This is an optimization exercise on Yosys and OpenROAD, whose aim is small area, not a production implementation.
RTL that was checked went through simulation tests only; none was proved equivalent to the original.
The RTL of run 1 was laid out without a check of its function.
Power figures rest on the tool's default switching activity, not on a simulated workload.

## design/flow/config.mk

```make
export PLATFORM = sky130hd
export DESIGN_NAME = piacom_rch
export DESIGN_NICKNAME = piacom_rch
export VERILOG_FILES = /design/flow/design.v
export SDC_FILE = /design/flow/constraint.sdc
export NUM_CORES = 4
export LEC_CHECK = 0
export CAP_MARGIN = 20
export CORE_MARGIN = 2
export CORE_UTILIZATION = 40
export CTS_BUF_LIST = sky130_fd_sc_hd__clkbuf_8
export SLEW_MARGIN = 20
```

## design/flow/constraint.sdc

```tcl
create_clock -name core_clock -period 10.0 [get_ports {clk}]
set_input_delay 2.0000 -clock core_clock [delete_from_list [all_inputs] [get_ports {clk}]]
set_output_delay 2.0000 -clock core_clock [all_outputs]
set_load 0.01 [all_outputs]
```

## design/flow/design.v

```verilog
module piacom_rch (
    input  wire        clk,
    input  wire        rst_n,
    input  wire        op_valid,
    input  wire [31:0] op_word,
    output wire        op_ready,
    output wire [2:0]  fault,
    output reg         started,
    input  wire        sw_n,
    output wire        sw_pullup,
    output reg         rst_out,
    output reg         rst_oe,
    output reg         tclk,
    output reg         tclk_oe,
    output reg         stb,
    output reg         stb_oe,
    input  wire        rdy,
    output reg         rtr,
    output reg         rtr_oe,
    input  wire        da,
    output reg         exp_init,
    output reg         exp_req,
    output reg         exp_we,
    output reg         exp_dev,
    output reg  [1:0]  exp_reg,
    output reg  [7:0]  exp_wdata,
    input  wire        exp_ack,
    input  wire [7:0]  exp_rdata,
    output reg         ser_init,
    input  wire        rx_avail,
    input  wire [7:0]  rx_data,
    output reg         rx_pop,
    output reg         tx_valid,
    output reg  [7:0]  tx_data,
    input  wire        tx_ready,
    output reg         have,
    output reg  [7:0]  rxb
);
    localparam [2:0]  F_ILLEGAL    = 3'd1;
    localparam [2:0]  F_RESERVED   = 3'd2;
    localparam [2:0]  F_NOTSTARTED = 3'd3;
    localparam [2:0]  F_RESTARTED  = 3'd4;
    localparam [2:0]  F_CLKRECONF  = 3'd5;
    localparam [4:0]
        M_IDLE      = 5'd0,
        M_SA        = 5'd1,    
        M_SB        = 5'd2,    
        M_CLKINIT   = 5'd3,
        M_SVC_AVAIL = 5'd4,
        M_SVC_POP   = 5'd5,
        M_KEY_STB0  = 5'd6,
        M_KEY_MAP   = 5'd7,
        M_KEY_WR    = 5'd8,
        M_KEY_1     = 5'd9,    
        M_KEY_2     = 5'd10,   
        M_VID_RTR   = 5'd11,
        M_VID_SETL  = 5'd12,
        M_VID_DA    = 5'd13,
        M_VID_RD    = 5'd14,
        M_VID_RTR0  = 5'd15,
        M_EMIT      = 5'd16,
        M_EMIT_LF   = 5'd17,
        M_EMIT_B    = 5'd18,
        M_OPDONE    = 5'd19;
    localparam [1:0]
        I_IDLE   = 2'd0,
        I_SAMPLE = 2'd1,
        I_HOLD   = 2'd2,
        I_EXIT   = 2'd3;
    localparam [9:0] HOLD_SEED = 10'h3FF;
    localparam [9:0] HOLD_LAST = 10'h14D;
    localparam [9:0] HOLD_NEXT = 10'h29B;
    localparam [4:0] POLL_SEED = 5'h1F;
    localparam [4:0] SETL_SEED = 5'h02;
    localparam [4:0] POLL_LAST = 5'h12;
    function [7:0] map_key;
        input [7:0] v;
        input [1:0] c;
        reg hz, h2, is203, in577, in97, ge96;
        begin
            hz    = c[0];
            h2    = c[1] & ~c[0];
            is203 = hz && (v == 8'd203);
            in577 = h2 && (v[7:6] == 2'b01) && (v[5:0] >= 6'd1) && (v[5:0] <= 6'd26);
            in97  = hz && !v[7] && (v[6:0] >= 7'd97) && (v[6:0] <= 7'd122);
            ge96  = !hz || v[7] || (v[6] && v[5]);
            map_key[7] = ge96 && !is203 && !in577 && !in97;
            map_key[6] = v[6] && !(in577 || is203);
            map_key[5] = v[5] && !in97;
            map_key[4] = v[4] || is203;
            map_key[3:0] = v[3:0];
        end
    endfunction
    reg [4:0]  mstate;
    reg [1:0]  c;           
    reg [7:0]  b;           
    reg [4:0]  cnt;
    reg        clk_run;
    reg [2:0]  tj;          
    reg        irq_en;
    reg        irq_pend;
    reg [1:0]  istate;
    reg [9:0]  hold;
    reg        sw_meta, sw_sync, sw_prev;
    assign sw_pullup = tclk_oe;
    wire       cont  = c[1] & c[0];
    wire [7:0] key_m = map_key(b, c);
    wire faulted = (mstate[4:3] == 2'b11);
    assign fault = faulted ? mstate[2:0] : 3'd0;
    wire [7:0]  d_op  = op_word[31:24];
    wire [7:0]  d_rsv = op_word[23:16];
    wire [15:0] d_imm = op_word[15:0];
    wire d_startup = (d_op == 8'h01);
    wire d_clkinit = (d_op == 8'h02);
    wire d_keyxfer = (d_op == 8'h10);
    wire d_vidpoll = (d_op == 8'h11);
    wire d_emit    = (d_op == 8'h12);
    wire d_vidsvc  = (d_op == 8'h13);
    wire d_service = (d_op == 8'h20);
    wire d_legal   = d_startup | d_clkinit | d_keyxfer | d_vidpoll | d_emit | d_vidsvc | d_service;
    wire d_resv_bad = (d_rsv != 8'd0) |
                      (!d_keyxfer & (d_imm[15:8] != 8'd0)) |
                      (!d_keyxfer & !d_emit & (d_imm[7:0] != 8'd0));
    wire in_isr   = (istate != I_IDLE);
    wire bus_busy = exp_req | tx_valid;
    wire isr_take = irq_en & irq_pend & ~in_isr & ~bus_busy;
    wire main_run = ~in_isr & ~isr_take;
    assign op_ready = (mstate == M_IDLE) & main_run;
    wire op_fire = op_valid & op_ready;
    always @(posedge clk) begin
        if (!rst_n) begin
            sw_meta <= 1'b1;
            sw_sync <= 1'b1;
            sw_prev <= 1'b1;
        end else begin
            sw_meta <= sw_n;
            sw_sync <= sw_meta;
            sw_prev <= sw_sync;
        end
    end
    wire sw_change = (sw_sync != sw_prev);
    always @(posedge clk) begin
        if (!rst_n)
            irq_pend <= 1'b0;
        else if (irq_en && sw_change)
            irq_pend <= 1'b1;
        else if (isr_take)
            irq_pend <= 1'b0;
    end
    always @(posedge clk) begin
        if (!rst_n || !clk_run) begin
            tj   <= 3'b000;
            tclk <= 1'b0;
        end else begin
            tj   <= {tj[1:0], ~tj[2]};
            tclk <= tclk ^ (tj[2] & ~tj[1]);
        end
    end
    wire pulse_on   = main_run && (mstate == M_SB) && !rst_oe;
    wire hold_start = pulse_on || ((istate == I_SAMPLE) && !sw_sync);
    wire hold_done  = (hold == HOLD_LAST);
    wire hold_after = (hold == HOLD_NEXT);
    always @(posedge clk) begin
        if (hold_start)
            hold <= HOLD_SEED;
        else
            hold <= {hold[8:0], hold[9] ^ hold[6]};
    end
    always @(posedge clk) begin
        if (!rst_n) begin
            istate <= I_IDLE;
        end else begin
            case (istate)
                I_IDLE:   if (isr_take) istate <= I_SAMPLE;
                I_SAMPLE: istate <= sw_sync ? I_EXIT : I_HOLD;
                I_HOLD:   if (hold_done) istate <= I_EXIT;
                default:  istate <= I_IDLE;
            endcase
        end
    end
    always @(posedge clk) begin
        if (main_run) begin
            if ((mstate == M_KEY_1 && !stb) || (mstate == M_KEY_2 && stb))
                cnt <= POLL_SEED;
            else if (mstate == M_VID_RTR)
                cnt <= SETL_SEED;
            else
                cnt <= {cnt[3:0], cnt[4] ^ cnt[2]};
        end
    end
    wire cnt_last = (cnt == POLL_LAST);
    wire [7:0] tx_nb;
    assign tx_nb[7] = 1'b0;
    assign tx_nb[6] = ~tx_data[2] & ~(tx_data[0] & ~tx_data[3]);
    assign tx_nb[5] = tx_data[6] & tx_data[0] & ~tx_data[3];
    assign tx_nb[4] = ~(tx_data[4] | tx_data[3] | tx_data[2]);
    assign tx_nb[3] = (tx_data[6] | tx_data[2]) & ~(tx_data[6] & tx_data[3]);
    assign tx_nb[2] = (tx_data[6] & tx_data[0] & ~tx_data[3]) | tx_data[5];
    assign tx_nb[1] = tx_data[0] & ~(tx_data[3] & tx_data[6]);
    assign tx_nb[0] = tx_data[4] | (tx_data[3] & tx_data[6]);
    wire tx_banner_last = tx_data[1] & ~tx_data[2];
    always @(posedge clk) begin
        if (!rst_n) begin
            mstate     <= M_IDLE;
            started    <= 1'b0;
            clk_run    <= 1'b0;
            irq_en     <= 1'b0;
            rst_out    <= 1'b0;
            rst_oe     <= 1'b0;
            tclk_oe    <= 1'b0;
            stb        <= 1'b0;
            stb_oe     <= 1'b0;
            rtr        <= 1'b0;
            rtr_oe     <= 1'b0;
            exp_init   <= 1'b0;
            exp_req    <= 1'b0;
            exp_we     <= 1'b0;
            exp_dev    <= 1'b0;
            exp_reg    <= 2'd0;
            exp_wdata  <= 8'd0;
            ser_init   <= 1'b0;
            rx_pop     <= 1'b0;
            tx_valid   <= 1'b0;
            tx_data    <= 8'd0;
            have       <= 1'b0;
            rxb        <= 8'd0;
        end else begin
            rx_pop <= 1'b0;
            if (istate == I_SAMPLE)
                rst_out <= !sw_sync;
            else if (istate == I_HOLD && hold_done)
                rst_out <= 1'b0;
            if (main_run) begin
                case (mstate)
                    M_IDLE: begin
                        if (op_fire) begin
                            c[0] <= d_vidsvc | d_service | (d_keyxfer & (d_imm[15:8] == 8'd0));
                            c[1] <= d_vidsvc | d_service | (d_keyxfer & (d_imm[15:8] == 8'd2));
                            b    <= d_imm[7:0];
                            if (!d_legal)
                                mstate <= {2'b11, F_ILLEGAL};
                            else if (d_resv_bad)
                                mstate <= {2'b11, F_RESERVED};
                            else if (d_startup)
                                mstate <= started ? {2'b11, F_RESTARTED} : M_SA;
                            else if (d_clkinit)
                                mstate <= M_CLKINIT;
                            else if (!started)
                                mstate <= {2'b11, F_NOTSTARTED};
                            else if (d_keyxfer)
                                mstate <= M_KEY_STB0;
                            else if (d_emit)
                                mstate <= M_EMIT;
                            else if (d_service)
                                mstate <= M_SVC_AVAIL;
                            else
                                mstate <= M_VID_RTR;
                        end
                    end
                    M_SA: begin
                        if (!ser_init) begin
                            ser_init <= 1'b1;
                        end else if (!exp_init) begin
                            if (tx_valid) begin
                                if (tx_ready)
                                    tx_valid <= 1'b0;
                            end else if (tx_banner_last) begin
                                exp_init <= 1'b1;
                            end else begin
                                tx_valid <= 1'b1;
                                tx_data  <= tx_nb;
                            end
                        end else if (!stb_oe) begin
                            stb_oe <= 1'b1;
                        end else if (!rtr_oe) begin
                            rtr_oe <= 1'b1;
                        end else if (!tclk_oe) begin
                            tclk_oe <= 1'b1;
                        end else if (clk_run) begin
                            mstate <= {2'b11, F_CLKRECONF};
                        end else begin
                            clk_run <= 1'b1;
                            mstate  <= M_SB;
                        end
                    end
                    M_SB: begin
                        if (!rst_oe) begin
                            rst_oe  <= 1'b1;
                            rst_out <= 1'b1;
                        end else if (!irq_en) begin
                            if (!rst_out)
                                irq_en <= 1'b1;
                            else if (hold_after)
                                rst_out <= 1'b0;
                        end else if (exp_req) begin
                            if (exp_ack)
                                exp_req <= 1'b0;
                        end else if (!exp_we) begin
                            exp_req   <= 1'b1;
                            exp_we    <= 1'b1;
                            exp_dev   <= 1'b1;
                            exp_reg   <= 2'd0;
                            exp_wdata <= 8'hFF;
                        end else if (exp_dev && !exp_reg[0]) begin
                            exp_req   <= 1'b1;
                            exp_reg   <= 2'd1;
                            exp_wdata <= 8'h80;
                        end else if (exp_dev) begin
                            exp_req   <= 1'b1;
                            exp_dev   <= 1'b0;
                            exp_reg   <= 2'd0;
                            exp_wdata <= 8'h00;
                        end else begin
                            started <= 1'b1;
                            mstate  <= M_IDLE;
                        end
                    end
                    M_CLKINIT: begin
                        if (clk_run) begin
                            mstate <= {2'b11, F_CLKRECONF};
                        end else begin
                            clk_run <= 1'b1;
                            mstate  <= M_IDLE;
                        end
                    end
                    M_SVC_AVAIL: begin
                        if (rx_avail) begin
                            rx_pop <= 1'b1;
                            b      <= rx_data;
                            mstate <= M_SVC_POP;
                        end else begin
                            mstate <= M_VID_RTR;
                        end
                    end
                    M_SVC_POP: mstate <= M_KEY_STB0;
                    M_KEY_STB0: mstate <= M_KEY_MAP;
                    M_KEY_MAP: begin
                        if (key_m[7])
                            mstate <= cont ? M_VID_RTR : M_OPDONE;
                        else
                            mstate <= M_KEY_WR;
                    end
                    M_KEY_WR: begin
                        if (!exp_req) begin
                            exp_req   <= 1'b1;
                            exp_we    <= 1'b1;
                            exp_dev   <= 1'b0;
                            exp_reg   <= 2'd2;
                            exp_wdata <= {1'b1, key_m[6:0]};
                        end else if (exp_ack) begin
                            exp_req <= 1'b0;
                            mstate  <= M_KEY_1;
                        end
                    end
                    M_KEY_1: begin
                        if (!stb)
                            stb <= 1'b1;
                        else if (rdy || cnt_last)
                            mstate <= M_KEY_2;
                    end
                    M_KEY_2: begin
                        if (stb)
                            stb <= 1'b0;
                        else if (!rdy || cnt_last)
                            mstate <= cont ? M_VID_RTR : M_OPDONE;
                    end
                    M_VID_RTR: begin
                        rtr    <= 1'b1;
                        mstate <= M_VID_SETL;
                    end
                    M_VID_SETL: begin
                        if (cnt_last)
                            mstate <= M_VID_DA;
                    end
                    M_VID_DA: begin
                        if (da) begin
                            mstate <= M_VID_RD;
                        end else begin
                            have   <= 1'b0;
                            mstate <= M_OPDONE;
                        end
                    end
                    M_VID_RD: begin
                        if (!exp_req) begin
                            exp_req <= 1'b1;
                            exp_we  <= 1'b0;
                            exp_dev <= 1'b1;
                            exp_reg <= 2'd2;
                        end else if (exp_ack) begin
                            exp_req <= 1'b0;
                            rxb     <= {1'b0, exp_rdata[6:0]};
                            b       <= {1'b0, exp_rdata[6:0]};
                            mstate  <= M_VID_RTR0;
                        end
                    end
                    M_VID_RTR0: begin
                        rtr    <= 1'b0;
                        have   <= 1'b1;
                        mstate <= cont ? M_EMIT : M_OPDONE;
                    end
                    M_EMIT: begin
                        mstate <= (b == 8'h0D) ? M_EMIT_LF : M_EMIT_B;
                    end
                    M_EMIT_LF: begin
                        if (!tx_valid) begin
                            tx_valid <= 1'b1;
                            tx_data  <= 8'h0A;
                        end else if (tx_ready) begin
                            tx_valid <= 1'b0;
                            mstate   <= M_EMIT_B;
                        end
                    end
                    M_EMIT_B: begin
                        if (!tx_valid) begin
                            tx_valid <= 1'b1;
                            tx_data  <= b;
                        end else if (tx_ready) begin
                            tx_valid <= 1'b0;
                            mstate   <= M_OPDONE;
                        end
                    end
                    M_OPDONE: mstate <= M_IDLE;
                    default: ;    
                endcase
            end
        end
    end
endmodule
```

## design/flow/run.sh

```bash
#!/bin/bash
# synth_recipe.tcl (not shown) runs the flow's synth.tcl, then flattens the netlist and writes it again
# the make line also repeats each setting of config.mk as NAME=value (left out here)
make -C /OpenROAD-flow-scripts/flow DESIGN_CONFIG=/design/flow/config.mk WORK_HOME=/design/flow/orfs CLKGATE_MAP_FILE= SYNTH_SCRIPT=/design/flow/synth_recipe.tcl finish
```

==> impl_metrics.ini, run 1 <==
[outcome]
status = complete, no violations

[synthesis]
post-synth-top-area-fraction = 0.289
synth_seq_cells = 83
yosysSeqAreaShare = 0.384
syn-cell-area_sq_mm = 0.00472
ys_async_sr_fraction = 0
syn_inst = 543
yosys-top-cells-area = dfxtp_1 29%, edfxtp_1 9.5%, nor2_1 4.7%, a21oi_1 3.7%, nand2_1 3.4%
yosysTopAreaCell = dfxtp_1
syn_nets = 604
synth_edf_count = 15
synthFlopType = dfxtp_1
synth_warnings = 1
synth_area_per_cell_sq_um = 8.69
synthDistinctLibCells = 87

[hold_path]
hp-class = reg -> reg
hp-start = tj[2]$_SDFF_PP0_

[worst_setup_path]
worstSetupEndpointType = output pin
required_ps = 8000
startpoint = istate[0]$_SDFFE_PN0P_
worst_setup_path_start_kind = flop
critPathKind = reg -> out
worstReg2RegStart = istate[0]$_SDFFE_PN0P_
cp_max_fo = 19
arrival_ps = 2640

[die]
row_count = 39
io_pins = 105
die_w_microns = 113
dieHeight_microns = 113
start_util = 0.411
die_area_sq_mm = 0.0127
core_area_sq_mm = 0.0115

[route]
drc = 0
vias_per_cell = 5.66
ant_nets = 0
drt_iter0_markers = 305
dr.pass1.iters = 5
vias = 4374
routed_wl_microns = 12600
routedWlPerCell_microns = 16.3

[timing]
fin_crit_ps = 4640
setup-tns-final_ps = 0
worstMarginPinSlew_ps = 743
clock_skew_ps = 12.8
relSlewSlack = 0.501
rsz0062_at_grt = false
hold_viol_final = 0
fmax_mhz = 216
finalSetupViolCount = 0
fin_crit_sh = 0.464
drv_slew = 0

[power]
power_density_mw_per_mm2 = 213
power.leakage_nw = 2.03
ir_drop_mv = 0.126
p_total_mw = 1.25

[global_route]
met2_usage = 0.325
grt_pass1_vias = 4273
grt.overflow.total = 0
use_met1 = 0.266
antenna_found_initial = 0
grtUsageTotal = 0.204
top_usage_layer = met2
grt_first_pass_wirelength_microns = 21000
grt_max_degree = 39
grtUsageMet3 = 0.0664

[clocking]
numCtsBuffers = 9
clkTransAtPathRegs_ps = 80
cts_hold_buf = 0
cts-root-buf = clkbuf_8
clock_sinks = 83
cts_resized = 0
cts_max_path_buffers = 2
cts_tree = built
htree_num_levels = 3
clock_latency_ps = 370
postCtsSetupBuffers = 0

[finish]
regMostFlops = hold
diodes = 0
finalCoreUtilization = 0.512
area_growth_pct = 24.4
nNetsFinal = 686
largest_register_ffs = 10
drive_gt1_frac = 0.0921

[placed_design]
portBuffers = 102
gp_congestion = 0.788
post-dp-hpwl_microns = 9260

[run]
maxCapViolCount = 0
-- per-stage QoR --
step | hold WS (ps) | area (sq um) | std cells | setup slack [ps]
finish | 408 | 5870 | 773 | 5360
global route | 422 | 5870 | 773 | 5190
CTS | 415 | 5870 | 773 | 5340
detailed placement | 399 | 5690 | 757 | 5760
global placement | 398 | 5690 | 757 | 5760
floorplan | 384 | 4720 | 543 | 6390
-- logic make-up after synthesis --
| logic type | after synthesis | synth area share |
|---|---|---|
| simple gates | 224 | 0.256 |
| compound gates | 154 | 0.229 |
| flops | 83 | 0.384 |
| buf+inv | 54 | 0.0713 |
| mux | 17 | 0.0366 |
| xor+xnor | 6 | 0.0111 |
| fa+ha+maj | 4 | 0.0106 |
| other cells | 1 | 0.000795 |
-- cell usage after synthesis (4+ instances only) --
library cell and instances:
a31oi_1 11, nand3b_1 5, nand4_1 5, o21ai_0 27, nand3_1 16, nand2_1 43
nor2b_1 4, edfxtp_1 15, and3_1 8, nor3_1 14, dfxtp_1 68, buf_6 4
mux2i_1 15, a21oi_1 35, buf_4 4, a211oi_1 12, or2_2 12, clkbuf_8 5
nor4_1 5, ha_1 4, o22ai_1 6, inv_1 18, nand2b_1 15, nor2_1 59
buf_2 7, or4_1 6, a22oi_1 9, clkbuf_1 14, o21a_1 10
-- where the power goes --
part           switching, mW  internal [mW]
sequential            0.0807          0.422
clock                  0.122          0.113
combinational          0.286          0.228
-- critical path, stage by stage, from the launching register on --
cell and delay [ps]:
dfxtp_1 350, inv_1 90, ha_1 230, a21bo_2 290
inv_1 510, and3_1 260, clkdlybuf4s50_1 540
-- final timing paths --
kind	end	slack, ps	cells past startpoint
worst max-delay path	op_ready	5360	6
worst min-delay path	tj[0]$_SDFF_PP0_	410	1
worst max register to register	b[5]$_DFFE_PP_	7060	7
worst min register to register	tj[0]$_SDFF_PP0_	410	1
-- area by class of cell --
cell class                 instances  area (sq um)
clock inverter                     7          61.3
tap                              143           179
inverter                          18          67.6
sequential                        83          1810
clock buffer                       9           124
timing repair buffer             107          1060
multi-input combinational        406          2570
fill                            1094          5600
-- metal layers --
metal / wire length, microns / share of wire / up-vias
li1: - / - / 2161
met1: 5760 / 0.46 / 2042
met2: 5730 / 0.45 / 153
met3: 868 / 0.069 / 18
met4: 258 / 0.020 / 0
met5: 0 / 0 / -
-- placed cells by master (no fill, tap or decap), drive strengths merged, types with 10 or more instances in the layout --
| cell type | n |
|---|---|
| a211oi | 15 |
| a21oi | 38 |
| a31oi | 11 |
| clkdlybuf4s50 | 102 |
| dfxtp | 68 |
| edfxtp | 15 |
| inv | 21 |
| mux2i | 15 |
| nand2 | 44 |
| nand2b | 15 |
| nand3 | 16 |
| nor2 | 61 |
| nor3 | 16 |
| o21a | 10 |
| o21ai | 29 |
| or2 | 12 |
==> inputs of run 2 (changes only) <==
--- a/design/flow/design.v
+++ b/design/flow/design.v
@@ -76,12 +76,10 @@
     function [7:0] map_key;
-        input [7:0] v;
-        input [1:0] c;
-        reg hz, h2, is203, in577, in97, ge96;
+        input [15:0] v;
+        reg hz, is203, in577, in97, ge96;
         begin
-            hz    = c[0];
-            h2    = c[1] & ~c[0];
-            is203 = hz && (v == 8'd203);
-            in577 = h2 && (v[7:6] == 2'b01) && (v[5:0] >= 6'd1) && (v[5:0] <= 6'd26);
-            in97  = hz && !v[7] && (v[6:0] >= 7'd97) && (v[6:0] <= 7'd122);
-            ge96  = !hz || v[7] || (v[6] && v[5]);
+            hz    = (v[15:7] == 9'd0);
+            is203 = (v == 16'd203);
+            in577 = (v[15:6] == 10'h009) && (v[5:0] >= 6'd1) && (v[5:0] <= 6'd26);
+            in97  = hz && (v[6:0] >= 7'd97) && (v[6:0] <= 7'd122);
+            ge96  = !hz || (v[6] && v[5]);
             map_key[7] = ge96 && !is203 && !in577 && !in97;
@@ -94,3 +92,3 @@
     reg [4:0]  mstate;
-    reg [1:0]  c;           
+    reg        cont;        
     reg [7:0]  b;           
@@ -105,4 +103,2 @@
     assign sw_pullup = tclk_oe;
-    wire       cont  = c[1] & c[0];
-    wire [7:0] key_m = map_key(b, c);
     wire faulted = (mstate[4:3] == 2'b11);
@@ -236,5 +232,4 @@
                         if (op_fire) begin
-                            c[0] <= d_vidsvc | d_service | (d_keyxfer & (d_imm[15:8] == 8'd0));
-                            c[1] <= d_vidsvc | d_service | (d_keyxfer & (d_imm[15:8] == 8'd2));
-                            b    <= d_imm[7:0];
+                            cont <= d_vidsvc | d_service;
+                            b    <= d_keyxfer ? map_key(d_imm) : d_imm[7:0];
                             if (!d_legal)
@@ -328,3 +323,3 @@
                             rx_pop <= 1'b1;
-                            b      <= rx_data;
+                            b      <= map_key({8'd0, rx_data});
                             mstate <= M_SVC_POP;
@@ -337,3 +332,3 @@
                     M_KEY_MAP: begin
-                        if (key_m[7])
+                        if (b[7])
                             mstate <= cont ? M_VID_RTR : M_OPDONE;
@@ -348,3 +343,3 @@
                             exp_reg   <= 2'd2;
-                            exp_wdata <= {1'b1, key_m[6:0]};
+                            exp_wdata <= {1'b1, b[6:0]};
                         end else if (exp_ack) begin
--- a/design/flow/config.mk
+++ b/design/flow/config.mk
@@ -10,3 +10,2 @@
 export CORE_UTILIZATION = 40
-export CTS_BUF_LIST = sky130_fd_sc_hd__clkbuf_8
 export SLEW_MARGIN = 20
==> run 2 against run 1 <==
Compared with the run above: still clean; clock power is 44% higher; first-iteration DRC count rose by 8.5%; total power increased by 10%; worst hold slack lost 4.5 ps; die area increased by 0.34%; sequential share of layout area fell by 1.8 points; fmax up 5.5%; utilization is 2.3 points higher; combinational power rose by 9.3%; synthesized cell count grew 4.1%; count of clock-buffer cells in the layout is 2 higher; largest cell class unchanged.
==> impl_metrics.ini, run 2 <==
[outcome]
status = complete, no violations

[finish]
layout_common_cells = 102 x clkdlybuf4s50_1, 76 x nor2_1, 68 x dfxtp_1
drive_gt1_frac = 0.0885
nNetsFinal = 711
area_growth_pct = 29.7
largest_register_ffs = 10
fillerInstances = 1060
regMostFlops = hold
diodes = 0
final_common_cell = clkdlybuf4s50_1

[route]
drt_iter0_markers = 331
routed_wl_microns = 13200
vias_per_cell = 5.72
ant_nets = 0
drc = 0
dr.pass1.iters = 5
vias = 4566
routedWlPerCell_microns = 16.5

[synthesis]
syn_nets = 626
synth_seq_cells = 82
yosysSeqAreaShare = 0.376
synth_area_per_cell_sq_um = 8.38
syn_inst = 565
post-synth-top-area-fraction = 0.288
ys_async_sr_fraction = 0
synth_most_common_cell = nor2_1
synthFlopType = dfxtp_1
yosys-top-cells-area = dfxtp_1 29%, edfxtp_1 8.9%, nor2_1 6.0%, a21oi_1 4.8%, nand2_1 3.3%
synth_warnings = 1
synthTopCellsByCount = 76 x nor2_1, 68 x dfxtp_1, 45 x a21oi_1
synth_edf_count = 14
synthDistinctLibCells = 85
yosysTopAreaCell = dfxtp_1
syn-cell-area_sq_mm = 0.00473

[global_route]
grtUsageTotal = 0.209
grt_pass1_vias = 4430
grt.overflow.total = 0
antenna_found_initial = 0
grt_first_pass_wirelength_microns = 21900
grt_max_degree = 35

[run]
maxCapViolCount = 0

[timing]
fin_crit_ps = 4400
drv_slew = 0
hold_ws_ps = 404
rsz0062_at_grt = false
fin_crit_sh = 0.440
setup-tns-final_ps = 0
hold_viol_final = 0
finalSetupViolCount = 0
relSlewSlack = 0.408
clock_skew_ps = 8.11
fmax_mhz = 227
worstMarginPinSlew_ps = 888

[placed_design]
gp_congestion = 0.891
portBuffers = 102
post-dp-hpwl_microns = 9840

[clocking]
htree_num_levels = 3
cts_tree = built
numCtsBuffers = 9
cts_resized = 0
cts-root-buf = clkbuf_16
cts_max_path_buffers = 2
clock_sinks = 82
postCtsSetupBuffers = 0
clock_latency_ps = 340
cts_hold_buf = 0
clkTransAtPathRegs_ps = 60

[hold_path]
hp-class = reg -> reg
hp-start = tj[2]$_SDFF_PP0_

[die]
die_area_sq_mm = 0.0127
start_util = 0.413
die_w_microns = 113
core_area_sq_mm = 0.0115
dieHeight_microns = 113
row_count = 39
io_pins = 105

[worst_setup_path]
required_ps = 8000
worst_setup_path_start_kind = flop
worstSetupEndpointType = output pin
critPathKind = reg -> out
cp_max_fo = 24
worstReg2RegStart = mstate[0]$_SDFFE_PN0P_
arrival_ps = 2400
startpoint = mstate[2]$_SDFFE_PN0P_

[power]
power.leakage_nw = 2.26
ir_drop_mv = 0.120
power_density_mw_per_mm2 = 225
[run 2: cell types whose count changed in the layout (fill, tap and decap cells not counted), sizes merged, moves of 6 or more]
cell | previous run | this run
nor3 | 16 | 22
a21oi | 38 | 45
a22oi | 9 | 2
nand3 | 16 | 9
o21ai | 29 | 14
nor2 | 61 | 77
[run 2: routing by layer]
| metal | GRT usage | vias to the layer above | share of wire |
|---|---|---|---|
| met3 | 0.0530 | 14 | 0.059 |
| met5 | 0 | - | 0 |
| met2 | 0.350 | 156 | 0.48 |
| met1 | 0.268 | 2141 | 0.45 |
| li1 | - | 2255 | - |
| met4 | 0.0585 | 0 | 0.011 |
[run 2: final cells by class]
class	instances	area (sq um)	share of cell area
Multi-Input combinational cell	423	2690	0.438
Sequential cell	82	1780	0.290
Clock buffer	11	275	0.0448
Tap cell	143	179	0.0291
Inverter	23	86.3	0.0141
Clock inverter	5	38.8	0.00632
Timing Repair Buffer	111	1090	0.177
[run 2: worst max-delay path, cell delays in order (launching register included)]
cell and delay, ps:
dfxtp_1 290, buf_4 200, or3_1 630, nor3_1 330, clkdlybuf4s50_1 600
[run 2: where the power goes]
group          total (mW)  switching, mW  leakage (nW)  internal (mW)
clock network       0.339          0.139         0.153          0.200
registers           0.483         0.0616         0.691          0.421
logic               0.562          0.317          1.42          0.244
total                1.38          0.518          2.26          0.866
[run 2: path summary, 6_finish.rpt]
path | to | slack [ps] | cells past startpoint
max reg2reg | mstate[0]$_SDFFE_PN0P_ | 7140 | 7
max | op_ready | 5600 | 4
min reg2reg | tj[0]$_SDFF_PP0_ | 400 | 1
min | tj[0]$_SDFF_PP0_ | 400 | 1
[run 2: kinds of logic (layout without fill, tap and decap cells)]
family | count (synthesis) | in the layout | share of synthesized area
fa+ha+maj | 4 | 4 | 0.0106
buf+inv | 60 | 150 | 0.0558
compound gates | 158 | 158 | 0.246
xor+xnor | 6 | 6 | 0.0111
simple gates | 242 | 242 | 0.274
other cells | 1 | 1 | 0.000792
flops | 82 | 82 | 0.376
mux | 12 | 12 | 0.0256
[run 2: per-stage QoR]
step / power (mW) / area (sq um) / cells / setup slack, ps / utilization
2_1_floorplan: 0.872 / 4730 / 565 / 6050 / -
3_3_place_gp: 1.04 / 5830 / 782 / 5580 / 0.508
3_5_place_dp: 1.05 / 5830 / 782 / 5550 / 0.508
4_1_cts: 1.39 / 6140 / 798 / 5600 / 0.535
5_1_grt: 1.48 / 6140 / 798 / 5480 / 0.535
6_report: 1.38 / 6140 / 798 / 5600 / 0.535
==> inputs of run 3 (changes only) <==
--- a/design/flow/design.v
+++ b/design/flow/design.v
@@ -56,4 +56,3 @@
         M_VID_RTR   = 5'd11,
-        M_VID_SETL  = 5'd12,
-        M_VID_DA    = 5'd13,
+        M_VID_W     = 5'd12,   
         M_VID_RD    = 5'd14,
@@ -72,14 +71,16 @@
     localparam [9:0] HOLD_NEXT = 10'h29B;
-    localparam [4:0] POLL_SEED = 5'h1F;
-    localparam [4:0] SETL_SEED = 5'h02;
-    localparam [4:0] POLL_LAST = 5'h12;
+    localparam [4:0] T_SEED = 5'h1F;
+    localparam [4:0] T_POLL = 5'h12;
+    localparam [4:0] T_VID  = 5'h11;
     function [7:0] map_key;
-        input [15:0] v;
-        reg hz, is203, in577, in97, ge96;
+        input [7:0] v;
+        input [1:0] c;
+        reg hz, h2, is203, in577, in97, ge96;
         begin
-            hz    = (v[15:7] == 9'd0);
-            is203 = (v == 16'd203);
-            in577 = (v[15:6] == 10'h009) && (v[5:0] >= 6'd1) && (v[5:0] <= 6'd26);
-            in97  = hz && (v[6:0] >= 7'd97) && (v[6:0] <= 7'd122);
-            ge96  = !hz || (v[6] && v[5]);
+            hz    = c[0];
+            h2    = c[1] & ~c[0];
+            is203 = hz && (v == 8'd203);
+            in577 = h2 && (v[7:6] == 2'b01) && (v[5:0] >= 6'd1) && (v[5:0] <= 6'd26);
+            in97  = hz && !v[7] && (v[6:0] >= 7'd97) && (v[6:0] <= 7'd122);
+            ge96  = !hz || v[7] || (v[6] && v[5]);
             map_key[7] = ge96 && !is203 && !in577 && !in97;
@@ -92,5 +93,4 @@
     reg [4:0]  mstate;
-    reg        cont;        
+    reg [1:0]  c;           
     reg [7:0]  b;           
-    reg [4:0]  cnt;
     reg        clk_run;
@@ -103,2 +103,4 @@
     assign sw_pullup = tclk_oe;
+    wire       cont  = c[1] & c[0];
+    wire [7:0] key_m = map_key(b, c);
     wire faulted = (mstate[4:3] == 2'b11);
@@ -176,13 +178,5 @@
     end
-    always @(posedge clk) begin
-        if (main_run) begin
-            if ((mstate == M_KEY_1 && !stb) || (mstate == M_KEY_2 && stb))
-                cnt <= POLL_SEED;
-            else if (mstate == M_VID_RTR)
-                cnt <= SETL_SEED;
-            else
-                cnt <= {cnt[3:0], cnt[4] ^ cnt[2]};
-        end
-    end
-    wire cnt_last = (cnt == POLL_LAST);
+    wire [4:0] t_step   = {b[3:0], b[4] ^ b[2]};
+    wire       t_poll   = (b[4:0] == T_POLL);
+    wire       t_vid    = (b[4:0] == T_VID);
     wire [7:0] tx_nb;
@@ -232,4 +226,5 @@
                         if (op_fire) begin
-                            cont <= d_vidsvc | d_service;
-                            b    <= d_keyxfer ? map_key(d_imm) : d_imm[7:0];
+                            c[0] <= d_vidsvc | d_service | (d_keyxfer & (d_imm[15:8] == 8'd0));
+                            c[1] <= d_vidsvc | d_service | (d_keyxfer & (d_imm[15:8] == 8'd2));
+                            b    <= d_imm[7:0];
                             if (!d_legal)
@@ -323,3 +318,3 @@
                             rx_pop <= 1'b1;
-                            b      <= map_key({8'd0, rx_data});
+                            b      <= rx_data;
                             mstate <= M_SVC_POP;
@@ -332,3 +327,3 @@
                     M_KEY_MAP: begin
-                        if (b[7])
+                        if (key_m[7])
                             mstate <= cont ? M_VID_RTR : M_OPDONE;
@@ -343,3 +338,3 @@
                             exp_reg   <= 2'd2;
-                            exp_wdata <= {1'b1, b[6:0]};
+                            exp_wdata <= {1'b1, key_m[6:0]};
                         end else if (exp_ack) begin
@@ -350,12 +345,18 @@
                     M_KEY_1: begin
-                        if (!stb)
-                            stb <= 1'b1;
-                        else if (rdy || cnt_last)
+                        if (!stb) begin
+                            stb    <= 1'b1;
+                            b[4:0] <= T_SEED;
+                        end else if (rdy || t_poll)
                             mstate <= M_KEY_2;
+                        else
+                            b[4:0] <= t_step;
                     end
                     M_KEY_2: begin
-                        if (stb)
-                            stb <= 1'b0;
-                        else if (!rdy || cnt_last)
+                        if (stb) begin
+                            stb    <= 1'b0;
+                            b[4:0] <= T_SEED;
+                        end else if (!rdy || t_poll)
                             mstate <= cont ? M_VID_RTR : M_OPDONE;
+                        else
+                            b[4:0] <= t_step;
                     end
@@ -363,12 +364,11 @@
                         rtr    <= 1'b1;
-                        mstate <= M_VID_SETL;
-                    end
-                    M_VID_SETL: begin
-                        if (cnt_last)
-                            mstate <= M_VID_DA;
+                        b[4:0] <= T_SEED;
+                        mstate <= M_VID_W;
                     end
-                    M_VID_DA: begin
-                        if (da) begin
+                    M_VID_W: begin
+                        if (!t_vid)
+                            b[4:0] <= t_step;
+                        else if (da)
                             mstate <= M_VID_RD;
-                        end else begin
+                        else begin
                             have   <= 1'b0;
--- a/design/flow/config.mk
+++ b/design/flow/config.mk
@@ -10,2 +10,3 @@
 export CORE_UTILIZATION = 40
+export CTS_BUF_LIST = sky130_fd_sc_hd__clkbuf_8
 export SLEW_MARGIN = 20
==> run 3 against run 2 <==
Compared with the run above: die area is 2.4% lower; worst hold slack better by 12 ps; synthesized cell count rose by 3.2%; utilization decreased by 1.1 points; design area down 3.2%; routed wire length rose by 11%; critical path type unchanged; largest cell class unchanged.
==> impl_metrics.ini, run 3 <==
[timing]
clock_skew_ps = 9.11
drv_slew = 0
fin_crit_sh = 0.457
rsz0062_at_grt = false
fmax_mhz = 219
setup-tns-final_ps = 0
relSlewSlack = 0.302
fin_crit_ps = 4570
hold_viol_final = 0
worstMarginPinSlew_ps = 1050
setup_ws_ps = 5430
finalSetupViolCount = 0

[route]
vias_per_cell = 5.88
drc = 0
dr.pass1.iters = 5
routed.top_layer = met4
drt_iter0_markers = 338
wl_met2_microns = 6780
routed_wl_microns = 14700
wl_met3_microns = 990
ant_nets = 0
drt-met1-wl_microns = 6550
vias = 4800
routedWlPerCell_microns = 18.0

[clocking]
cts_tree = built
clock_latency_ps = 370
numCtsBuffers = 9
cts-root-buf = clkbuf_8
clock_sinks = 78
cts_resized = 0
cts_max_path_buffers = 2
postCtsSetupBuffers = 0
htree_num_levels = 3
clkTransAtPathRegs_ps = 80
cts_hold_buf = 0

[worst_setup_path]
worstSetupEndpointType = output pin
worstReg2RegStart = mstate[2]$_SDFFE_PN0P_
cp_max_fo = 32
slowest_delay_ps = 650
cp_slowest_cell = dfxtp_1
r2r_end = b[2]$_DFFE_PP_
arrival_ps = 2570
reg2reg_depth = 6
critPathKind = reg -> out
required_ps = 8000
worst_setup_path_start_kind = flop
r2r_slack_ps = 6980
crit_chain = nor3_1 -> nand2_1 -> nor2_1 -> clkdlybuf4s50_1

[synthesis]
post-synth-top-area-fraction = 0.295
synthDistinctLibCells = 77
yosysSeqAreaShare = 0.360
synthFlopType = dfxtp_1
syn-cell-area_sq_mm = 0.00462
synth_warnings = 1
syn_inst = 583
synth_seq_cells = 78
ys_async_sr_fraction = 0
syn_nets = 644
synth_area_per_cell_sq_um = 7.92
synth_edf_count = 10
synthTopCellsByCount = 68 x dfxtp_1, 68 x nor2_1, 51 x nand2_1
yosysTopAreaCell = dfxtp_1
yosys-top-cells-area = dfxtp_1 29%, edfxtp_1 6.5%, nor2_1 5.5%, a21oi_1 5.0%, nand2_1 4.1%

[global_route]
grt_pass1_vias = 4699
grt.overflow.total = 0
grt_first_pass_wirelength_microns = 24300
grtUsageTotal = 0.244
antenna_found_initial = 0
grt_max_degree = 36

[outcome]
status = complete, no violations

[run]
maxCapViolCount = 0

[finish]
drive_gt1_frac = 0.0519
regMostFlops = hold
area_growth_pct = 28.6
diodes = 0
largest_register_ffs = 10
layout_common_cells = 102 x clkdlybuf4s50_1, 68 x nor2_1, 68 x dfxtp_1
nNetsFinal = 730
final_common_cell = clkdlybuf4s50_1

[hold_path]
hp-class = reg -> reg
hold-path-endpoint = tj[0]$_SDFF_PP0_
hp-start = tj[2]$_SDFF_PP0_
hold_path_depth = 1

[die]
die_w_microns = 111
die_area_sq_mm = 0.0124
start_util = 0.408
row_count = 39
core_area_sq_mm = 0.0113
io_pins = 105
dieHeight_microns = 111

[power]
power_frac_clock = 0.201
power.leakage_nw = 2.05
ir_drop_mv = 0.211
combPwrFrac = 0.433
swShare = 0.412
share_seq_of_total_power = 0.366
p_int_mw = 0.765
netSwitchingPower_mw = 0.535
power_density_mw_per_mm2 = 219

[placed_design]
pre_cts_slack_ps = 5510
gp_congestion = 0.995
post-dp-hpwl_microns = 11000
portBuffers = 102
[run 3: worst max-delay path, delay by kind of cell, from the launching register on]
family	cells	cell delay [ps]
buffers and inverters	1	580
and+or+nand+nor	3	960
DFF	1	650
[run 3: routing by layer]
layer  vias up  global-route usage
li1       2341                   -
met1      2277               0.325
met2       155               0.385
met3        27              0.0577
met4         0              0.0938
met5         -                   0
[run 3: final cells by class]
class / instances / area [sq um]
clock buffer: 9 / 124
clock inverter: 7 / 88.8
fill: 1120 / 5380
inverter: 24 / 90.1
multi-input combinational: 447 / 2720
sequential: 78 / 1660
tap: 143 / 179
timing repair buffer: 109 / 1070
[run 3: cells by family after synthesis]
kind of cell / count (synthesis) / synth area share
compound gates: 183 / 0.272
flops: 78 / 0.360
buf+inv: 58 / 0.0504
mux: 10 / 0.0219
simple gates: 243 / 0.273
fa+ha+maj: 4 / 0.0108
other cells: 1 / 0.000812
xor+xnor: 6 / 0.0114
[run 3: power by group through the flow]
stage                     Combinational (mW)  Clock (mW)  Sequential (mW)
final                                  0.563       0.262            0.476
after detailed placement               0.556           0            0.480
after global routing                   0.625       0.282            0.488
after floorplan                        0.393           0            0.447
after global placement                 0.550           0            0.478
after CTS                              0.561       0.268            0.473
[run 3: worst max path at each step]
stage                                 startpoint                     end  slack, ps  cells past startpoint
after detailed placement             op_word[27]  mstate[0]$_SDFFE_PN0P_       5510                      6
final                     mstate[2]$_SDFFE_PN0P_                op_ready       5430                      4
after CTS                 mstate[2]$_SDFFE_PN0P_                op_ready       5450                      4
after floorplan                      op_word[27]  mstate[0]$_SDFFE_PN0P_       6390                      5
after global placement               op_word[27]  mstate[0]$_SDFFE_PN0P_       5510                      6
after global routing      mstate[2]$_SDFFE_PN0P_                op_ready       5240                      4
[run 3: metrics by stage]
step,std cells,area [sq um],power [mW],util,hold slack (ps)
2_1_floorplan,583,4620,0.840,-,384
3_3_place_gp,801,5730,1.03,0.506,396
3_5_place_dp,801,5730,1.04,0.506,401
4_1_cts,817,5940,1.30,0.525,416
5_1_grt,817,5940,1.39,0.525,429
6_report,817,5940,1.30,0.525,416
==> inputs of run 4 (changes only) <==
==> design/flow/flow/run.sh (new file) <==
#!/bin/bash
# Layout flow: the standard synthesis, then its logic (not its
# flip-flops) re-mapped for area with Yosys/ABC, then the standard ORFS
# layout with the smallest buffer on each port and a clock tree of small
# buffers.  Each tool's output goes to a log file in the work folder.
set -euo pipefail
WORK=$(pwd)
R=$WORK/orfs/results/$FLOW_PLATFORM/piacom_rch/base
LIB=$FLOW_HOME/platforms/$FLOW_PLATFORM/lib/sky130_fd_sc_hd__tt_025C_1v80.lib
YOSYS=$(command -v yosys || echo "$FLOW_HOME/../tools/install/yosys/bin/yosys")

export BUFFER_PORTS_ARGS="-buffer_cell sky130_fd_sc_hd__buf_1"
export CTS_ARGS="-sink_clustering_enable -repair_clock_nets -buf_list sky130_fd_sc_hd__clkbuf_8 -dont_use_dummy_load"

# 1. standard synthesis
bash standard.sh synth > "$WORK/synth.log" 2>&1

# 2. re-map the logic, keeping flip-flops and tie cells as they are
cp "$R/1_2_yosys.v" "$R/1_2_yosys_std.v"
KEEP=$(grep -o 'sky130_fd_sc_hd__[a-z0-9_]*' "$R/1_2_yosys_std.v" | sort -u | grep -E '__(e?df|sdf|dl|conb)' | tr '\n' ' ')
LIB="$LIB" NETLIST="$R/1_2_yosys_std.v" TOP="$FLOW_TOP" KEEP_CELLS="$KEEP" \
  ABC_SCRIPT="$WORK/flow/area.abc" OUT="$R/1_2_yosys.v" \
  "$YOSYS" -c "$WORK/flow/remap.tcl" > "$WORK/remap.log" 2>&1
python3 "$WORK/flow/qnames.py" "$R/1_2_yosys_std.v" "$R/1_2_yosys.v" > "$WORK/qnames.log" 2>&1
rm -f "$R/1_synth.odb" "$R/1_synth.sdc"

# 3. layout from the re-mapped netlist
bash standard.sh > "$WORK/layout.log" 2>&1
==> design/flow/flow/area.abc (new file) <==
strash
dch
map -a
mfs2
strash
dch
map -a
topo
==> design/flow/flow/qnames.py (new file) <==
#!/usr/bin/env python3
"""Give each kept flip-flop's output net in the re-mapped netlist the name it
had in the standard synthesis.  Usage: qnames.py original.v remapped.v"""
import re, sys

def flops(text):
    res = {}
    for m in re.finditer(r'^\s*(sky130_fd_sc_hd__\w+)\s+(\S+)\s*\((.*?)\);', text, re.M | re.S):
        cell, name, body = m.groups()
        if re.search(r'__(e?df|sdf|dl)', cell):
            q = re.search(r'\.Q\(\s*(.*?)\s*\)', body)
            if q:
                res[name] = q.group(1).strip()
    return res

orig = open(sys.argv[1]).read()
new = open(sys.argv[2]).read()
fo, fn = flops(orig), flops(new)
ren = {}
for inst, q in fn.items():
    if inst in fo and fo[inst] != q:
        ren[q] = fo[inst]
def tok(n):
    return n + ' ' if n.startswith('\\') else n
def sub(m):
    n = m.group(0).strip()
    return tok(ren[n]) if n in ren else m.group(0)
# identifiers: escaped (to whitespace) or plain
new2 = re.sub(r'\\\S+\s|\b[A-Za-z_][\w$]*\b', sub, new)
# a renamed net may now be declared twice
seen = set()
out = []
for line in new2.split('\n'):
    m = re.match(r'^\s*wire\s+(\\\S+|\w+)\s*;', line)
    if m:
        if m.group(1) in seen:
            continue
        seen.add(m.group(1))
    out.append(line)
open(sys.argv[2], 'w').write('\n'.join(out))
print(f'renamed {len(ren)} flip-flop outputs')
==> design/flow/flow/remap.tcl (new file) <==
# Re-map the standard synthesis's logic for area. Flip-flops and tie cells
# are kept as they are: same instances, names and cell types.
yosys -import
set lib $::env(LIB)
read_liberty -ignore_miss_func $lib
read_verilog $::env(NETLIST)
hierarchy -top $::env(TOP)
foreach c $::env(KEEP_CELLS) { blackbox $c }
flatten
opt -purge
abc -script $::env(ABC_SCRIPT) -liberty $lib
setundef -zero
splitnets
opt_clean -purge
hilomap -singleton -hicell sky130_fd_sc_hd__conb_1 HI -locell sky130_fd_sc_hd__conb_1 LO
insbuf -buf sky130_fd_sc_hd__buf_1 A X
opt_clean -purge
hierarchy -top $::env(TOP)
stat -liberty $lib
write_verilog -noattr -noexpr -nohex -nodec $::env(OUT)
==> design/flow/flow/remap.ys (new file) <==
# Re-map the standard synthesis's logic for area, keeping its flip-flops
# (same instances, names and cell types) untouched.
read_liberty -ignore_miss_func $::env(LIB)
read_verilog -overwrite $::env(NETLIST)
hierarchy -top $::env(TOP)
==> design/flow/standard.sh (new file) <==
#!/bin/bash
# synth_recipe.tcl (not shown) runs the flow's synth.tcl, then flattens the netlist and writes it again
# the make line also repeats each setting of config.mk as NAME=value (left out here)
make -C /OpenROAD-flow-scripts/flow DESIGN_CONFIG=/design/flow/config.mk WORK_HOME=/design/flow/orfs CLKGATE_MAP_FILE= SYNTH_SCRIPT=/design/flow/synth_recipe.tcl "${@:-finish}"
removed: design/flow/run.sh
==> run 4 against run 3 <==
Compared with the run above: the flow now stops in netlist read-in after synthesis.
==> impl_metrics.ini, run 4 <==
[synthesis]
synth_warnings = 1

[outcome]
stop_stage = netlist read-in after synthesis
status = aborted with a tool error
error_line = [ERROR STA-0171] /design/flow/orfs/results/sky130hd/piacom_rch/base/1_2_yosys.v line 594, syntax error
==> inputs of run 5 (changes only) <==
--- a/design/flow/flow/run.sh
+++ b/design/flow/flow/run.sh
@@ -19,4 +19,5 @@
 cp "$R/1_2_yosys.v" "$R/1_2_yosys_std.v"
+DONT_USE=$(grep -o 'cell ("sky130_fd_sc_hd__[a-z0-9_]*")' "$LIB" | grep -E 'lpflow|probe' | sed 's/cell ("//; s/")//' | tr '\n' ' ')
 KEEP=$(grep -o 'sky130_fd_sc_hd__[a-z0-9_]*' "$R/1_2_yosys_std.v" | sort -u | grep -E '__(e?df|sdf|dl|conb)' | tr '\n' ' ')
-LIB="$LIB" NETLIST="$R/1_2_yosys_std.v" TOP="$FLOW_TOP" KEEP_CELLS="$KEEP" \
+LIB="$LIB" DONT_USE="$DONT_USE" NETLIST="$R/1_2_yosys_std.v" TOP="$FLOW_TOP" KEEP_CELLS="$KEEP" \
   ABC_SCRIPT="$WORK/flow/area.abc" OUT="$R/1_2_yosys.v" \
==> design/flow/flow/area.abc (replaced) <==
&get -n
&st
&syn2
&dch -f
&nf -R 1000
&put
mfs2 -a
strash
&get -n
&st
&syn2
&dch -f
&nf -R 1000
&put
mfs2 -a
strash
&get -n
&st
&dch -f
&nf -R 1000
&put
topo
--- a/design/flow/flow/qnames.py
+++ b/design/flow/flow/qnames.py
@@ -20,3 +20,3 @@
 for inst, q in fn.items():
-    if inst in fo and fo[inst] != q:
+    if inst in fo and fo[inst] != q and (fo[inst].startswith('\\') or '[' not in fo[inst]):
         ren[q] = fo[inst]
--- a/design/flow/flow/remap.tcl
+++ b/design/flow/flow/remap.tcl
@@ -9,4 +9,7 @@
 flatten
+yosys rename -hide {w:*.*}
 opt -purge
-abc -script $::env(ABC_SCRIPT) -liberty $lib
+set du {}
+foreach c $::env(DONT_USE) { lappend du -dont_use $c }
+abc -script $::env(ABC_SCRIPT) -liberty $lib {*}$du
 setundef -zero
removed: design/flow/flow/remap.ys
==> run 5 against run 4 <==
Compared with the run above: the run now finishes clean.
==> impl_metrics.ini, run 5 <==
[worst_setup_path]
crit_top_cell = nor2_1
reg2reg_depth = 11
startpoint = mstate[1]$_SDFFE_PN0P_
crit_chain = nor2_1 -> nand2_1 -> nor2_1 -> buf_1
cp_slowest_cell = nor2_1
worst_setup_path_start_kind = flop
worst-path-stages = 4
arrival_ps = 2160
path_buf_inv = 1
required_ps = 8000
worstSetupEndpointType = output pin
cp_max_fo = 14
crit_end = op_ready
worstReg2RegStart = mstate[0]$_SDFFE_PN0P_
r2r_slack_ps = 6500
r2r_end = mstate[2]$_SDFFE_PN0P_
critPathKind = reg -> out
crit_family = simple AND/OR/NAND/NOR gates
slowest_delay_ps = 570

[finish]
layout_common_cells = 102 x buf_1, 82 x nor2_1, 68 x dfxtp_1
fillerInstances = 1017
final_common_cell = buf_1
diodes = 0
seq_area_sq_mm = 0.00166
fin_area_sq_mm = 0.00469
nNetsFinal = 700
regMostFlops = hold
layout.cells.non_filler = 774
multi_input_area_sq_mm = 0.00227
largest_register_ffs = 10
area_growth_pct = 18.3
drive_gt1_frac = 0.0250

[timing]
finalSetupViolCount = 0
rsz0062_at_grt = false
clock_skew_ps = 20.8
worstMarginPinSlew_ps = 929
hold_viol_final = 0
drv_slew = 0
fin_crit_ps = 4160
fin_crit_sh = 0.416
fmax_mhz = 240
relSlewSlack = 0.379
setup-tns-final_ps = 0

[route]
routedWlPerCell_microns = 16.4
ant_nets = 0
routed_wl_microns = 12700
drc = 0
vias = 4410
vias_per_cell = 5.70
dr.pass1.iters = 5
drt_iter0_markers = 363

[placed_design]
placed_cell_area_sq_mm = 0.00456
portBuffers = 102
dpl.cell_count = 765
post-dp-hpwl_microns = 9270
gp_congestion = 0.936

[global_route]
grt_pass1_vias = 4048
grt_max_degree = 41
antenna_found_initial = 0
grt.overflow.total = 0
grt_first_pass_wirelength_microns = 20500
grtUsageTotal = 0.236

[run]
maxCapViolCount = 0

[clocking]
cts_max_path_buffers = 2
cts_hold_buf = 0
clock_sinks = 78
numCtsBuffers = 9
htree_num_levels = 3
cts-root-buf = clkbuf_8
cts_tree = built
clock_latency_ps = 350
cts_resized = 0
clkTransAtPathRegs_ps = 80
postCtsSetupBuffers = 0

[die]
start_util = 0.410
core_area_sq_mm = 0.00968
io_pins = 105
die_area_sq_mm = 0.0107
dieHeight_microns = 104
row_count = 36
die_w_microns = 104

[outcome]
status = complete, no violations

[synthesis]
syn-cell-area_sq_mm = 0.00397
syn_inst = 526
syn_nets = 583
synth_warnings = 1
synth_area_per_cell_sq_um = 7.54

[hold_path]
hp-class = reg -> reg
hold_path_depth = 1

[power]
power_density_mw_per_mm2 = 239
ir_drop_mv = 0.0929
power.leakage_nw = 1.60
[run 5: through the flow]
stage,setup WS (ps),power [mW],utilization,hold slack [ps]
final,5840,1.12,0.485,410
after detailed placement,5760,0.934,0.471,397
after floorplan,6250,0.767,-,385
after CTS,5890,1.12,0.484,417
after global routing,5680,1.21,0.485,437
after global placement,5810,0.929,0.471,391
[run 5: worst min path at each step]
| stage | from | endpoint | slack [ps] |
|---|---|---|---|
| 2_1_floorplan | tj[2]$_SDFF_PP0_ | tj[0]$_SDFF_PP0_ | 380 |
| 3_3_place_gp | sw_meta$_SDFF_PN1_ | sw_sync$_SDFF_PN1_ | 390 |
| 3_5_place_dp | tj[2]$_SDFF_PP0_ | tj[0]$_SDFF_PP0_ | 400 |
| 4_1_cts | sw_meta$_SDFF_PN1_ | sw_sync$_SDFF_PN1_ | 420 |
| 5_1_grt | sw_meta$_SDFF_PN1_ | sw_sync$_SDFF_PN1_ | 440 |
| 6_report | sw_meta$_SDFF_PN1_ | sw_sync$_SDFF_PN1_ | 410 |
[run 5: cell type report]
class / instances / area share
clock buffers: 9 / 0.0264
flip-flops and latches: 78 / 0.354
inverters: 11 / 0.00880
repair buffers: 108 / 0.0912
multi-input cells: 435 / 0.484
well taps: 133 / 0.0355
[run 5: layer usage]
| metal | vias up | share of wire | wire (microns) | global-route usage |
|---|---|---|---|---|
| met4 | 0 | 0.013 | 167 | 0.0801 |
| li1 | 2182 | - | - | - |
| met5 | - | 0 | 0 | 0 |
| met1 | 2021 | 0.46 | 5880 | 0.329 |
| met3 | 18 | 0.076 | 967 | 0.0535 |
| met2 | 189 | 0.45 | 5690 | 0.361 |
[run 5: report_power, final]
part	internal [mW]	leakage (nW)	switching, mW
clock	0.0804	0.0647	0.101
sequential	0.394	0.648	0.0906
combinational	0.156	0.883	0.300
total	0.631	1.60	0.491
==> inputs of run 6 (changes only) <==
--- a/design/flow/design.v
+++ b/design/flow/design.v
@@ -192,2 +192,18 @@
     always @(posedge clk) begin
+        case (mstate)
+            M_IDLE: begin
+                c[0] <= d_vidsvc | d_service | (d_keyxfer & (d_imm[15:8] == 8'd0));
+                c[1] <= d_vidsvc | d_service | (d_keyxfer & (d_imm[15:8] == 8'd2));
+                b    <= d_imm[7:0];
+            end
+            M_SVC_AVAIL: b <= rx_data;
+            M_KEY_1:     if (!stb) b[4:0] <= T_SEED; else if (main_run) b[4:0] <= t_step;
+            M_KEY_2:     if (stb)  b[4:0] <= T_SEED; else if (main_run) b[4:0] <= t_step;
+            M_VID_RTR:   b[4:0] <= T_SEED;
+            M_VID_W:     if (main_run) b[4:0] <= t_step;
+            M_VID_RD:    if (exp_req && exp_ack) b <= {1'b0, exp_rdata[6:0]};
+            default: ;
+        endcase
+    end
+    always @(posedge clk) begin
         if (!rst_n) begin
@@ -218,2 +234,4 @@
             rx_pop <= 1'b0;
+            if (tx_ready) tx_valid <= 1'b0;
+            if (exp_ack)  exp_req  <= 1'b0;
             if (istate == I_SAMPLE)
@@ -226,5 +244,2 @@
                         if (op_fire) begin
-                            c[0] <= d_vidsvc | d_service | (d_keyxfer & (d_imm[15:8] == 8'd0));
-                            c[1] <= d_vidsvc | d_service | (d_keyxfer & (d_imm[15:8] == 8'd2));
-                            b    <= d_imm[7:0];
                             if (!d_legal)
@@ -250,9 +265,8 @@
                     M_SA: begin
-                        if (!ser_init) begin
-                            ser_init <= 1'b1;
-                        end else if (!exp_init) begin
-                            if (tx_valid) begin
-                                if (tx_ready)
-                                    tx_valid <= 1'b0;
-                            end else if (tx_banner_last) begin
+                        ser_init <= 1'b1;
+                        if (exp_init) stb_oe  <= 1'b1;
+                        if (stb_oe)   rtr_oe  <= 1'b1;
+                        if (rtr_oe)   tclk_oe <= 1'b1;
+                        if (ser_init && !exp_init && !tx_valid) begin
+                            if (tx_banner_last) begin
                                 exp_init <= 1'b1;
@@ -262,13 +276,10 @@
                             end
-                        end else if (!stb_oe) begin
-                            stb_oe <= 1'b1;
-                        end else if (!rtr_oe) begin
-                            rtr_oe <= 1'b1;
-                        end else if (!tclk_oe) begin
-                            tclk_oe <= 1'b1;
-                        end else if (clk_run) begin
-                            mstate <= {2'b11, F_CLKRECONF};
-                        end else begin
-                            clk_run <= 1'b1;
-                            mstate  <= M_SB;
+                        end
+                        if (tclk_oe) begin
+                            if (clk_run) begin
+                                mstate <= {2'b11, F_CLKRECONF};
+                            end else begin
+                                clk_run <= 1'b1;
+                                mstate  <= M_SB;
+                            end
                         end
@@ -285,4 +296,2 @@
                         end else if (exp_req) begin
-                            if (exp_ack)
-                                exp_req <= 1'b0;
                         end else if (!exp_we) begin
@@ -318,3 +327,2 @@
                             rx_pop <= 1'b1;
-                            b      <= rx_data;
                             mstate <= M_SVC_POP;
@@ -340,3 +348,2 @@
                         end else if (exp_ack) begin
-                            exp_req <= 1'b0;
                             mstate  <= M_KEY_1;
@@ -347,7 +354,4 @@
                             stb    <= 1'b1;
-                            b[4:0] <= T_SEED;
                         end else if (rdy || t_poll)
                             mstate <= M_KEY_2;
-                        else
-                            b[4:0] <= t_step;
                     end
@@ -356,7 +360,4 @@
                             stb    <= 1'b0;
-                            b[4:0] <= T_SEED;
                         end else if (!rdy || t_poll)
                             mstate <= cont ? M_VID_RTR : M_OPDONE;
-                        else
-                            b[4:0] <= t_step;
                     end
@@ -364,3 +365,2 @@
                         rtr    <= 1'b1;
-                        b[4:0] <= T_SEED;
                         mstate <= M_VID_W;
@@ -368,5 +368,4 @@
                     M_VID_W: begin
-                        if (!t_vid)
-                            b[4:0] <= t_step;
-                        else if (da)
+                        if (!t_vid) begin
+                        end else if (da)
                             mstate <= M_VID_RD;
@@ -384,5 +383,3 @@
                         end else if (exp_ack) begin
-                            exp_req <= 1'b0;
                             rxb     <= {1'b0, exp_rdata[6:0]};
-                            b       <= {1'b0, exp_rdata[6:0]};
                             mstate  <= M_VID_RTR0;
@@ -403,3 +400,2 @@
                         end else if (tx_ready) begin
-                            tx_valid <= 1'b0;
                             mstate   <= M_EMIT_B;
@@ -412,3 +408,2 @@
                         end else if (tx_ready) begin
-                            tx_valid <= 1'b0;
                             mstate   <= M_OPDONE;
--- a/design/flow/flow/run.sh
+++ b/design/flow/flow/run.sh
@@ -17,13 +17,36 @@
 
-# 2. re-map the logic, keeping flip-flops and tie cells as they are
-cp "$R/1_2_yosys.v" "$R/1_2_yosys_std.v"
+# 2. re-map the logic, keeping flip-flops and tie cells as they are; each
+#    candidate must be proven equal to the standard netlist, the smallest
+#    one is kept (the standard netlist if none is)
+STD=$R/1_2_yosys_std.v
+cp "$R/1_2_yosys.v" "$STD"
 DONT_USE=$(grep -o 'cell ("sky130_fd_sc_hd__[a-z0-9_]*")' "$LIB" | grep -E 'lpflow|probe' | sed 's/cell ("//; s/")//' | tr '\n' ' ')
-KEEP=$(grep -o 'sky130_fd_sc_hd__[a-z0-9_]*' "$R/1_2_yosys_std.v" | sort -u | grep -E '__(e?df|sdf|dl|conb)' | tr '\n' ' ')
-LIB="$LIB" DONT_USE="$DONT_USE" NETLIST="$R/1_2_yosys_std.v" TOP="$FLOW_TOP" KEEP_CELLS="$KEEP" \
-  ABC_SCRIPT="$WORK/flow/area.abc" OUT="$R/1_2_yosys.v" \
-  "$YOSYS" -c "$WORK/flow/remap.tcl" > "$WORK/remap.log" 2>&1
-python3 "$WORK/flow/qnames.py" "$R/1_2_yosys_std.v" "$R/1_2_yosys.v" > "$WORK/qnames.log" 2>&1
-rm -f "$R/1_synth.odb" "$R/1_synth.sdc"
+KEEP=$(grep -o 'sky130_fd_sc_hd__[a-z0-9_]*' "$STD" | sort -u | grep -E '__(e?df|sdf|dl|conb)' | tr '\n' ' ')
+best=""; best_area=""
+for s in area area2; do
+  cand=$R/1_2_yosys_$s.v
+  if LIB="$LIB" DONT_USE="$DONT_USE" NETLIST="$STD" TOP="$FLOW_TOP" KEEP_CELLS="$KEEP" \
+       ABC_SCRIPT="$WORK/flow/$s.abc" OUT="$cand" \
+       "$YOSYS" -c "$WORK/flow/remap.tcl" > "$WORK/remap_$s.log" 2>&1 &&
+     python3 "$WORK/flow/qnames.py" "$STD" "$cand" > "$WORK/qnames_$s.log" 2>&1 &&
+     LIB="$LIB" GOLD="$STD" GATE="$cand" TOP="$FLOW_TOP" \
+       "$YOSYS" -c "$WORK/flow/check.tcl" > "$WORK/check_$s.log" 2>&1; then
+    a=$(grep 'Chip area for module' "$WORK/remap_$s.log" | tail -1 | awk '{print $NF}')
+    echo "$s: proven equal, area $a" >> "$WORK/remap_choice.log"
+    if [[ -z "$best" ]] || awk -v a="$a" -v b="$best_area" 'BEGIN{exit !(a<b)}'; then
+      best=$cand; best_area=$a
+    fi
+  else
+    echo "$s: refused" >> "$WORK/remap_choice.log"
+  fi
+done
+if [[ -n "$best" ]]; then
+  cp "$best" "$R/1_2_yosys.v"
+  echo "using $best ($best_area)" >> "$WORK/remap_choice.log"
+  rm -f "$R/1_synth.odb" "$R/1_synth.sdc"
+else
+  echo "using the standard netlist" >> "$WORK/remap_choice.log"
+fi
 
-# 3. layout from the re-mapped netlist
+# 3. layout from the chosen netlist
 bash standard.sh > "$WORK/layout.log" 2>&1
==> design/flow/flow/area2.abc (new file) <==
&get -n
&st
&syn2
&dch -f
&nf -R 1000
&put
mfs2 -a
strash
&get -n
&st
&syn2
&dch -f
&nf -R 1000
&put
mfs2 -a
strash
&get -n
&st
&syn2
&dch -f
&nf -R 1000
&put
mfs2 -a
strash
&get -n
&st
&dch -f
&nf -R 1000
&put
topo
==> design/flow/flow/check.tcl (new file) <==
# Prove the re-mapped netlist equal to the standard synthesis's: same
# flip-flops by name, equal logic between them.  Exits non-zero otherwise.
yosys -import
read_liberty -ignore_miss_func $::env(LIB)
read_verilog $::env(GOLD)
yosys rename $::env(TOP) gold
read_verilog $::env(GATE)
yosys rename $::env(TOP) gate
hierarchy -check
flatten gold gate
opt_clean
equiv_make gold gate equiv
hierarchy -top equiv
equiv_simple -seq 1
equiv_induct
equiv_status -assert
--- a/design/flow/config.mk
+++ b/design/flow/config.mk
@@ -10,3 +10,3 @@
 export CORE_UTILIZATION = 40
-export CTS_BUF_LIST = sky130_fd_sc_hd__clkbuf_8
+export GPL_TIMING_DRIVEN = 0
 export SLEW_MARGIN = 20
==> run 6 against run 5 <==
Compared with the run above: fmax rose by 6.5%; sequential power rose by 7.8%; critical path depth did not move; global-route usage fell by 0.63 points; synthesized cell count fell by 5.3%; utilization fell by 0.51 points; non-clock buffer count fell by 2; clock skew rose by 11 ps; largest cell class unchanged; cell count fell by 3.9%.
==> impl_metrics.ini, run 6 <==
[finish]
area_growth_pct = 18.2
fin_area_sq_mm = 0.00460
largest_register_ffs = 10
fillerInstances = 1002
nNetsFinal = 670
layout_common_cells = 103 x buf_1, 82 x nor2_1, 68 x dfxtp_1
regMostFlops = hold
final_common_cell = buf_1
diodes = 0

[power]
swShare = 0.424
combPwrFrac = 0.361
power.leakage_nw = 1.57
share_seq_of_total_power = 0.474
ir_drop_mv = 0.140
power_density_mw_per_mm2 = 240

[clocking]
htree_num_levels = 3
clock_latency_ps = 360
cts_resized = 0
postCtsSetupBuffers = 0
cts_max_path_buffers = 2
clock_sinks = 78
cts-root-buf = clkbuf_8

[hold_path]
hp-class = reg -> reg
hold-path-endpoint = tj[0]$_SDFF_PP0_
hp-start = tj[2]$_SDFF_PP0_
hold_path_depth = 1

[worst_setup_path]
required_ps = 8000
r2r_slack_ps = 6680
cp_max_fo = 25
worstSetupEndpointType = output pin
arrival_ps = 1910
worst_setup_path_start_kind = flop
reg2reg_depth = 9
r2r_end = exp_wdata[1]$_SDFFE_PN0P_

[die]
start_util = 0.406
io_pins = 105
row_count = 36
core_area_sq_mm = 0.00959
die_area_sq_mm = 0.0105
dieHeight_microns = 103

[timing]
worstMarginPinSlew_ps = 995
drv_slew = 0
relSlewSlack = 0.334
finalSetupViolCount = 0
setup-tns-final_ps = 0
hold_viol_final = 0
fin_crit_ps = 3910
fin_crit_sh = 0.391

[placed_design]
portBuffers = 102
gp_congestion = 0.946
post-dp-hpwl_microns = 8740
placed_cell_area_sq_mm = 0.00448

[global_route]
grt_pass1_vias = 3849
grt.overflow.total = 0
antenna_found_initial = 0
grt_first_pass_wirelength_microns = 18700
grtUsageTotal = 0.229

[route]
drt_iter0_markers = 343
drc = 0
ant_nets = 0
vias = 4183
vias_per_cell = 5.62
routedWlPerCell_microns = 15.8
dr.pass1.iters = 5

[run]
maxCapViolCount = 0

[synthesis]
syn-cell-area_sq_mm = 0.00389
synth_area_per_cell_sq_um = 7.82
syn_inst = 498
synth_warnings = 1
syn_nets = 555

[outcome]
status = complete, no violations
run 6: cell count changes in the layout (fill, tap and decap cells not counted), sizes merged, moves of 3 or more:
cell,delta
nor3,-10
nor4,+3
a221oi,-4
nand3,-9
a21oi,-17
clkinv,-5
a41oi,+3
a222oi,+4
o21ai,-9
nand2b,+6
nor2b,+7
run 6: layout make-up:
cell class / count / area [sq um] / area share
buffer: 2 / 7.51 / 0.00163
clock buffer: 9 / 124 / 0.0269
inverter: 6 / 22.5 / 0.00490
multi-input combinational: 412 / 2220 / 0.482
sequential: 78 / 1660 / 0.361
tap: 133 / 166 / 0.0362
timing repair buffer: 104 / 399 / 0.0868
run 6: power groups by stage:
stage / combinational [mW] / sequential, mW / clock (mW)
after global placement: 0.382 / 0.525 / 0
after global routing: 0.451 / 0.539 / 0.202
after CTS: 0.396 / 0.521 / 0.188
after floorplan: 0.274 / 0.493 / 0
after detailed placement: 0.394 / 0.527 / 0
final: 0.398 / 0.523 / 0.183
run 6: critical path, stage by stage, from the launching register on:
cell	delay, ps
dfxtp_1	580
nor3_1	440
nand2_1	220
nor2_1	150
buf_1	180
run 6: through the flow:
step / utilization / hold WS, ps / std cells / power, mW / setup slack (ps)
4_1_cts: 0.480 / 408 / 744 / 1.10 / 6070
2_1_floorplan: - / 385 / 498 / 0.767 / 6420
6_report: 0.480 / 409 / 744 / 1.10 / 6090
3_5_place_dp: 0.467 / 395 / 735 / 0.922 / 5830
3_3_place_gp: 0.463 / 394 / 733 / 0.907 / 5050
5_1_grt: 0.480 / 419 / 744 / 1.19 / 5910
run 6: worst max path at each step:
stage,cells after the start,endpoint,slack [ps]
final,4,op_ready,6090
after CTS,4,op_ready,6070
after detailed placement,5,exp_wdata[1]$_SDFFE_PN0P_,5830
after global placement,5,exp_wdata[7]$_SDFFE_PN0P_,5050
after global routing,5,exp_wdata[7]$_SDFFE_PN0P_,5910
after floorplan,6,mstate[2]$_SDFFE_PN0P_,6420
run 6: per-layer routing:
layer | vias up | part of all wire | global-route usage | wire, microns
li1 | 2081 | - | - | -
met1 | 1922 | 0.46 | 0.305 | 5450
met2 | 158 | 0.46 | 0.358 | 5360
met3 | 22 | 0.053 | 0.0522 | 627
met4 | 0 | 0.026 | 0.0985 | 310
met5 | - | 0 | 0 | 0

Re-timed with assumed drivers on the ports (clkbuf_16 on the clock, buf_2 on other inputs), run 6 has 6.055 ns of setup slack against 6.090 ns with ideal ports, and 5.866 ns once port delays also move by the mid clock arrival of 0.378 ns.
